From an optimization exercise on the open Yosys and OpenROAD flow, aimed at small area, a short achievable clock period and few clock cycles; shortcuts taken in it are not production practice. In this exercise RTL edits were held to simulation tests only and were not proved equivalent to the original. No activity file was given, so power comes from the tool's default toggle rates.

--- flow/design.v ---
module cqsm_codec (
  input             clk,
  input             rst,           
  input             cmd_valid,
  output reg        cmd_ready,
  input      [1:0]  cmd_op,        
  input      [23:0] cmd_arg,
  input      [3:0]  cfg_kh,
  input      [3:0]  cfg_ks,
  input      [3:0]  cfg_kv,
  input      [8:0]  cfg_nh,
  input      [8:0]  cfg_ns,
  input      [8:0]  cfg_nv,
  input      [7:0]  cfg_gmin,
  input             pix_valid,
  output reg        pix_ready,
  input      [23:0] pix_hsv,
  output reg        res_valid,
  output reg [2:0]  res_err,
  output reg [8:0]  res_info,
  output reg [23:0] res_hsv,
  output reg [7:0]  res_sym,
  output reg [7:0]  res_mg
);
  localparam OP_CONFIG = 2'd0;
  localparam OP_ENC    = 2'd1;
  localparam OP_DEC    = 2'd2;
  localparam OP_CELL   = 2'd3;
  localparam E_OK    = 3'd0;
  localparam E_NOCFG = 3'd2;
  localparam E_QCFG  = 3'd5;
  localparam E_GUARD = 3'd6;
  localparam S_IDLE  = 4'd0;
  localparam S_EXEC  = 4'd1;
  localparam S_ACC   = 4'd2;
  localparam S_ALAST = 4'd3;
  localparam S_DIV   = 4'd4;
  localparam S_XD    = 4'd5;
  localparam S_DLOAD = 4'd6;
  localparam S_DDIV  = 4'd7;
  localparam S_DRES  = 4'd8;
  localparam S_MUL   = 4'd9;
  localparam S_ERES  = 4'd10;
  localparam S_SHIFT = 4'd11;
  localparam S_SCAN  = 4'd12;
  localparam S_VERD  = 4'd13;
  reg [3:0]  state;
  reg [1:0]  opr;
  reg [23:0] p;                
  reg        pv;               
  reg        cfgv;
  reg [11:0] kc;               
  reg [38:0] np;               
  reg [7:0]  gmin;
  reg [15:0] n;
  reg [15:0] rem;
  reg [3:0]  cnt;
  reg [71:0] acc;              
  reg [2:0]  sat;
  reg [1:0]  ch;
  reg [4:0]  frac;
  reg [7:0]  mg;
  reg        gf;
  reg [3:0]  gfi;
  reg [1:0]  gfc;
  wire cmd_fire = cmd_valid && cmd_ready;
  wire pix_fire = pix_valid && pix_ready;
  wire [3:0] kh = kc[3:0];
  wire [3:0] ks = kc[7:4];
  wire [3:0] kv = kc[11:8];
  function [3:0] kmask;
    input [3:0] k;
    case (k[2:0])
      3'd0: kmask = 4'b0000;
      3'd1: kmask = 4'b0001;
      3'd2: kmask = 4'b0011;
      3'd3: kmask = 4'b0111;
      default: kmask = 4'b1111;
    endcase
  endfunction
  wire [7:0]  esym = p[7:0];
  wire [7:0]  e_sv = esym >> kv;
  wire [7:0]  e_sh = esym >> (kv + ks);
  wire [11:0] eidx = {esym[3:0] & kmask(kv), e_sv[3:0] & kmask(ks), e_sh[3:0] & kmask(kh)};
  wire mulmode = (state == S_MUL);
  wire divmean = (state == S_DIV);
  wire do_step = (state == S_DIV) || (state == S_DDIV) || (state == S_MUL);
  wire do_init = (state == S_EXEC) && (opr == OP_CELL || opr == OP_DEC);
  wire do_eload = (state == S_EXEC) && (opr == OP_ENC);
  wire do_dload = (state == S_DLOAD);
  wire [14:0] init_v = (opr == OP_CELL) ? p[15:1] : 15'd0;
  reg  [71:0] acc_nx;
  wire [2:0]  dsat;
  wire [11:0] didx;            
  wire [23:0] elvl;            
  genvar g;
  generate
    for (g = 0; g < 3; g = g + 1) begin : g_ch
      wire [15:0] R    = acc[24*g+8 +: 16];
      wire [7:0]  L    = acc[24*g +: 8];
      wire [12:0] npc  = np[13*g +: 13];
      wire [3:0]  kcc  = kc[4*g +: 4];
      wire        inb  = mulmode ? 1'b1 : L[7];
      wire [15:0] dvs  = divmean ? n : {3'd0, npc};
      wire [17:0] tr   = {1'b0, R, inb} - {2'd0, dvs};
      wire        cmt  = mulmode ? L[7] : ~tr[17];
      wire [23:0] stepv = {cmt ? tr[15:0] : {R[14:0], inb}, L[6:0], cmt};
      wire [23:0] addv  = acc[24*g +: 24] + {16'd0, p[8*g +: 8]};
      wire [3:0]  ei    = eidx[4*g +: 4];
      always @(*) begin
        if (do_init)
          acc_nx[24*g +: 24] = {9'd0, init_v};
        else if (do_eload)
          acc_nx[24*g +: 24] = {16'hFFFF, ei, 1'b1, 3'b000};
        else if (do_dload)
          acc_nx[24*g +: 24] = {8'd0, L, 8'hF0};
        else if (do_step)
          acc_nx[24*g +: 24] = stepv;
        else if (pv)
          acc_nx[24*g +: 24] = addv;
        else
          acc_nx[24*g +: 24] = acc[24*g +: 24];
      end
      assign dsat[g] = ({5'd0, L} >= npc);
      wire [4:0] n5   = npc[4:0];
      wire       rsm  = (R[15:3] == 13'd0);
      wire [4:0] lo   = {1'b0, R[2:0], 1'b0} + 5'd2;
      wire [4:0] hi   = 5'd30 - {1'b0, R[2:0], 1'b0};
      wire       dec  = rsm && (n5 >= lo) && (n5 <= hi);
      wire [3:0] iraw = L[3:0] - {3'd0, dec};
      wire [3:0] mk   = kmask(kcc);
      assign didx[4*g +: 4] = (sat[g] || (iraw & ~mk) != 4'd0) ? mk : iraw;
      assign elvl[8*g +: 8] = ~R[12:5];
    end
  endgenerate
  wire [3:0] ksv = ks + kv;
  wire [7:0] dsym = ({4'd0, didx[3:0]} << ksv) | ({4'd0, didx[7:4]} << kv) | {4'd0, didx[11:8]};
  wire [3:0] cbits = kh + ks + kv;
  wire [8:0] nh0 = np[8:0];
  wire [8:0] ns0 = np[21:13];
  wire [8:0] nv0 = np[34:26];
  reg  [8:0] ck_info;
  reg        ck_bad;
  always @(*) begin
    ck_bad  = 1'b1;
    ck_info = 9'h000;
    if      (kh > 4'd4)                          ck_info = 9'h001;
    else if (ks > 4'd4)                          ck_info = 9'h011;
    else if (kv > 4'd4)                          ck_info = 9'h021;
    else if (cbits == 4'd0 || cbits > 4'd8)      ck_info = 9'h002;
    else if (nh0 > 9'd256)                       ck_info = 9'h003;
    else if (nh0 < (9'd1 << kh[2:0]))            ck_info = 9'h004;
    else if (ns0 > 9'd256)                       ck_info = 9'h013;
    else if (ns0 < (9'd1 << ks[2:0]))            ck_info = 9'h014;
    else if (nv0 > 9'd256)                       ck_info = 9'h023;
    else if (nv0 < (9'd1 << kv[2:0]))            ck_info = 9'h024;
    else                                         ck_bad  = 1'b0;
  end
  wire [3:0]  sk   = (ch == 2'd0) ? kh : (ch == 2'd1) ? ks : kv;
  wire [12:0] snp  = (ch == 2'd0) ? np[12:0] : (ch == 2'd1) ? np[25:13] : np[38:26];
  wire [4:0]  s_pw = 5'd1 << sk[2:0];
  wire        s_act = {1'b0, cnt} < s_pw;
  wire        s_last = ({1'b0, cnt} + 5'd1) >= s_pw;
  wire [4:0]  s_fin = (cnt == 4'd1) ? snp[4:0] : frac;
  wire [5:0]  s_sum = {1'b0, s_fin} + {1'b0, snp[3:0], 1'b0};
  wire [7:0]  s_mgi = snp[12:5] - {7'd0, ~s_sum[5] & ~snp[4]};
  wire [7:0]  geff  = (gmin == 8'd0) ? 8'd1 : gmin;
  integer c;
  always @(posedge clk) begin
    acc <= acc_nx;
    if (rst) begin
      state     <= S_IDLE;
      cmd_ready <= 1'b1;
      pix_ready <= 1'b0;
      pv        <= 1'b0;
      cfgv      <= 1'b0;
      res_valid <= 1'b0;
    end else begin
      res_valid <= 1'b0;
      pv        <= 1'b0;
      case (state)
        S_IDLE: if (cmd_fire) begin
          p         <= cmd_arg;
          opr       <= cmd_op;
          cmd_ready <= 1'b0;
          state     <= S_EXEC;
          if (cmd_op == OP_CONFIG) begin
            cfgv <= 1'b0;
            kc   <= {cfg_kv, cfg_ks, cfg_kh};
            np   <= {4'd0, cfg_nv, 4'd0, cfg_ns, 4'd0, cfg_nh};
            gmin <= cfg_gmin;
          end
        end
        S_EXEC: begin
          res_info <= 9'd0;
          cnt      <= 4'd0;
          if (opr == OP_CONFIG) begin
            if (ck_bad) begin
              res_valid <= 1'b1;
              res_err   <= E_QCFG;
              res_info  <= ck_info;
              cmd_ready <= 1'b1;
              state     <= S_IDLE;
            end else begin
              state <= S_SHIFT;
            end
          end else if (!cfgv) begin
            res_valid <= 1'b1;
            res_err   <= E_NOCFG;
            cmd_ready <= 1'b1;
            state     <= S_IDLE;
          end else begin
            case (opr)
              OP_ENC: state <= S_MUL;
              OP_DEC: begin
                pv    <= 1'b1;
                state <= S_XD;
              end
              default: begin
                n         <= p[15:0];
                rem       <= p[15:0];
                pix_ready <= 1'b1;
                state     <= S_ACC;
              end
            endcase
          end
        end
        S_ACC: if (pix_fire) begin
          p   <= pix_hsv;
          pv  <= 1'b1;
          rem <= rem - 16'd1;
          if (rem == 16'd1) begin
            pix_ready <= 1'b0;
            state     <= S_ALAST;
          end
        end
        S_ALAST: state <= S_DIV;
        S_DIV: begin
          cnt <= cnt + 4'd1;
          if (cnt == 4'd7) state <= S_DLOAD;
        end
        S_XD: state <= S_DLOAD;
        S_DLOAD: begin
          res_hsv <= {acc[55:48], acc[31:24], acc[7:0]};
          sat     <= dsat;
          cnt     <= 4'd0;
          state   <= S_DDIV;
        end
        S_DDIV: begin
          cnt <= cnt + 4'd1;
          if (cnt == 4'd3) state <= S_DRES;
        end
        S_DRES: begin
          res_valid <= 1'b1;
          res_err   <= E_OK;
          res_sym   <= dsym;
          cmd_ready <= 1'b1;
          state     <= S_IDLE;
        end
        S_MUL: begin
          cnt <= cnt + 4'd1;
          if (cnt == 4'd4) state <= S_ERES;
        end
        S_ERES: begin
          res_valid <= 1'b1;
          res_err   <= E_OK;
          res_hsv   <= elvl;
          cmd_ready <= 1'b1;
          state     <= S_IDLE;
        end
        S_SHIFT: begin
          for (c = 0; c < 3; c = c + 1)
            if ({1'b0, cnt[1:0]} + kc[4*c +: 3] < 3'd4)
              np[13*c +: 13] <= {np[13*c +: 12], 1'b0};
          cnt <= cnt + 4'd1;
          if (cnt == 4'd3) begin
            cnt   <= 4'd1;
            ch    <= 2'd0;
            mg    <= 8'd255;
            gf    <= 1'b0;
            state <= S_SCAN;
          end
        end
        S_SCAN: begin
          frac <= s_sum[4:0];
          if (s_act) begin
            if (s_mgi < mg) mg <= s_mgi;
            if (!gf && s_mgi < geff) begin
              gf  <= 1'b1;
              gfi <= cnt;
              gfc <= ch;
            end
          end
          if (s_last) begin
            cnt <= 4'd1;
            ch  <= ch + 2'd1;
            if (ch == 2'd2) state <= S_VERD;
          end else begin
            cnt <= cnt + 4'd1;
          end
        end
        S_VERD: begin
          res_valid <= 1'b1;
          res_mg    <= mg;
          cmd_ready <= 1'b1;
          state     <= S_IDLE;
          if (gf) begin
            res_err  <= E_GUARD;
            res_info <= {1'b0, gfi, 2'b00, gfc};
          end else begin
            res_err <= E_OK;
            cfgv    <= 1'b1;
          end
        end
        default: begin
          cmd_ready <= 1'b1;
          state     <= S_IDLE;
        end
      endcase
    end
  end
endmodule
--- flow/run.sh ---
#!/bin/bash
# synth_recipe.tcl (not shown) runs the flow's synth.tcl, then flattens the netlist and writes it again
# the make line also repeats each setting of config.mk as NAME=value (left out here)
make -C /OpenROAD-flow-scripts/flow DESIGN_CONFIG=/design/flow/config.mk WORK_HOME=/design/flow/orfs CLKGATE_MAP_FILE= SYNTH_SCRIPT=/design/flow/synth_recipe.tcl finish
--- flow/config.mk ---
export PLATFORM = sky130hd
export DESIGN_NAME = cqsm_codec
export DESIGN_NICKNAME = cqsm_codec
export VERILOG_FILES = /design/flow/design.v
export SDC_FILE = /design/flow/constraint.sdc
export NUM_CORES = 4
export LEC_CHECK = 0
export CAP_MARGIN = 20
export CORE_MARGIN = 2
export CORE_UTILIZATION = 40
export SLEW_MARGIN = 20
--- flow/constraint.sdc ---
create_clock -name core_clock -period 13.5 [get_ports {clk}]
set_input_delay 2.7000 -clock core_clock [delete_from_list [all_inputs] [get_ports {clk}]]
set_output_delay 2.7000 -clock core_clock [all_outputs]
set_load 0.01 [all_outputs]
==> metrics.cfg <==
[routing]
wl_per_cell_um = 24.46
finalWirelength_um = 79570
ant_nets = 0
drc = 0
viasPerCell = 6.168
num_vias = 20070
drt_first_iter_violations = 2459
drt-pass1-iter-count = 5

[clock_tree]
cts_hold_buf = 0
clockBufferDepth = 3
path_clk_slew_ps = 60
cts_setup_buffers = 0
clock_latency_ps = 580
ctsResizeCount = 0
numCtsBuffers = 35
htree_levels = 2
cts_tree = done
cts_root_buf = clkbuf_16
cts_sinks = 276

[placed_design]
hpwl_um = 58200
dp.cells = 3189
gp_congestion = 0.9683
port_buffers = 153

[floorplanning]
die_y_um = 237.3
chipWidth_um = 237.3
row_count = 85
die_area_um2 = 56290
io_pins = 156
initial_utilization_pct = 40.44
coreArea_um2 = 53810

[power_and_ir_drop]
ir_drop_v = 0.0001030
power.density_nw_per_um2 = 115.6
leakagePower_nw = 9.647

[logic_synthesis]
ys_ff_latch = 276
yosys.area_share.adder_pct = 12.28
ys_async_sr_fraction_pct = 0
ys_types = 104
synth-edff-count = 240
synth.area.mux_share_pct = 3.369
syn_avg_cell_area_um2 = 8.993
synth_top_family_by_area = compound AO/OA/AOI/OAI gates
synth-xor-area-share_pct = 5.111
synth_simple_gate_area_share_pct = 18.10
synth_compound_area_share_pct = 20.78
dominantRegCellSynth = edfxtp_1
ys_warn_count = 1
syn_area_um2 = 21760
syn_inst = 2420
ys_seq_area_share_pct = 36.43

[worst_setup_path]
startpoint_type = register
crit_chain = inv_1 -> ha_1 -> o21ai_0 -> mux2_2 -> ha_1 -> fa_1 -> a21o_1 -> a211oi_1 -> ha_1 -> ha_1 -> xnor2_1 -> ha_1 -> nor3_1 -> nor2_1 -> o41a_1 -> a31oi_1 -> maj3_1 -> maj3_1 -> and3_1
max_stage_delay_ps = 770
worstPathRequired_ps = 13810
crit_top_cell = ha_1
cp.arrival_ps = 6070
worstSetupStartpoint = ch[0]$_SDFFCE_PN0P_
reg2reg_from = ch[0]$_SDFFCE_PN0P_
cp.buffers_inverters = 1
worstSetupEndpointType = register
crit_path_max_fanout = 27
critPathKind = register to register
crit_family = adder cells
slowest_stage = ha_1

[final_layout]
antenna_cells = 0
fill_cells = 5137
layout-drive-gt1-share_pct = 6.688
areaGrowthSynthToFinish_pct = 15.97
final_cells = 3253
nets = 2835
final_common_cell = nand2_1
final_cell_mix = nand2_1, edfxtp_1, a21oi_1, o21ai_0, ha_1

[sta]
period_share_pct = 42.70
grt_setup_unrepaired = no
setup_viol = 0
fin_setup_tns_ps = 0
relSlewSlack_pct = 28.41
min_period_ps = 5764
worst_pin_slew_ps = 1060
hold_violations = 0
finClkSkew_ps = 34.71
final_max_slew_viol_count = 0
fmax_mhz = 173.5

[outcome]
status = complete, no violations

[grt]
grt_max_degree = 54
first_global_vias = 18970
antenna_found_initial = 0
gr-total-overflow = 0
grt_usage_pct = 27.65
grt_pass1_wl_um = 118200

[worst_hold_path]
worstHoldPathType = register to register
hp-start = mg[4]$_SDFFCE_PN1P_

[job]
cap_violations = 0

[through the flow]
stage               instance area [um2]  hold slack [ps]  util [%]  power [mW]  worst slack, ps
floorplan                         21770            420.4         -       1.644             8446
global route                      25240            466.8     46.90       3.044             7246
global placement                  23990            434.4     44.57       1.863             7874
finish                            25240            455.6     46.90       2.917             7736
detailed placement                23990            443.3     44.57       1.874             7714
CTS                               25240            458.5     46.90       2.911             7699
[where the power goes]
| part | switching (mW) | internal (mW) | leakage, nW |
|---|---|---|---|
| Combinational | 0.434 | 0.328 | 6.60 |
| Clock | 0.405 | 0.632 | 0.596 |
| Sequential | 0.124 | 0.992 | 2.45 |
| Total | 0.964 | 1.95 | 9.65 |
[area by class of cell]
cell class                      count  area, um2  area share (%)
Multi-Input combinational cell   1935      13040           51.66
Clock buffer                       41      929.6           3.684
Clock inverter                     23      321.6           1.274
Timing Repair Buffer              189       1802           7.139
Tap cell                          696      870.8           3.450
Sequential cell                   276       7928           31.41
Inverter                           93      349.1           1.383
[path summary, 6_finish.rpt]
path | endpoint | slack [ps] | cells past startpoint
max | gfi[1]$_DFFE_PP_ | 7740 | 19
min | res_mg[4]$_DFFE_PP_ | 460 | 0
max reg2reg | gfi[1]$_DFFE_PP_ | 7740 | 19
min reg2reg | res_mg[4]$_DFFE_PP_ | 460 | 0
[metal layers]
layer / vias up / wire, um / global-route usage (%)
met5: - / 0 / 0
li1: 9199 / - / -
met1: 9616 / 33410 / 37.72
met4: 0 / 3712 / 12.56
met2: 1070 / 35120 / 43.03
met3: 181 / 7328 / 4.610
[Yosys cell counts, types with 33 or more instances]
cell type | instances | area [um2]
nor2b_1 | 34 | 212.7
mux2i_1 | 44 | 440.4
edfxtp_1 | 240 | 7207
a211oi_1 | 33 | 247.7
dfxtp_1 | 36 | 720.7
nor2_1 | 179 | 671.9
ha_1 | 192 | 2402
nor3_1 | 48 | 240.2
clkbuf_1 | 85 | 319.1
xor2_1 | 56 | 490.5
o21ai_0 | 196 | 980.9
a21oi_1 | 213 | 1066
nand2b_1 | 39 | 244.0
nand2_1 | 301 | 1130
nand3_1 | 49 | 245.2
xnor2_1 | 71 | 621.9
inv_1 | 91 | 341.6
[cell families after synthesis]
| logic type | Yosys count |
|---|---|
| adder cells (fa/ha/maj) | 207 |
| other | 1 |
| AO/OA/AOI/OAI | 716 |
| flip-flops | 276 |
| multiplexers | 65 |
| buffers and inverters | 210 |
| AND/OR/NAND/NOR | 818 |
| XOR/XNOR | 127 |
[flip-flops by register name (all words and copies together), names as in the netlist, 3 cells and up]
name      flops
frac          4
state         4
res_info      7
acc          72
cnt           4
kc           12
res_hsv      24
res_err       3
res_sym       8
np           39
mg            8
p            24
res_mg        8
rem          16
sat           3
gfi           4
n            16
gmin          8
Testbench counts, summed over its fixed seeds: cycles 124,556.

[what the ideal ports hide]
The results above use ideal ports. As a check the final layout listed here was re-extracted and re-timed, cells and wires unchanged. Step 1 sets driving cells, clkbuf_16 on the clock port and buf_2 on the other inputs (assumed; they add their load-dependent delay and slew). Step 2 times the ports against the registers' clock, not the clock port: input delays grow and output delays shrink by t, the midpoint of the rising clock arrivals with the driver on. a / b / c = ideal / step 1 / step 2; a / b = the first two.
t (ns): 0.623
setup WS [ns]: 7.736 / 7.736 / 7.736
hold slack, ns: 0.456 / 0.456 / 0.456
worst setup path after step 2: register to register
worst slew at a driven data input, ns: 0.05
After both steps this run still meets setup and hold. For this run, drivers alone change the setup slack by 0.000 ns; drivers and shift together by 0.000 ns.
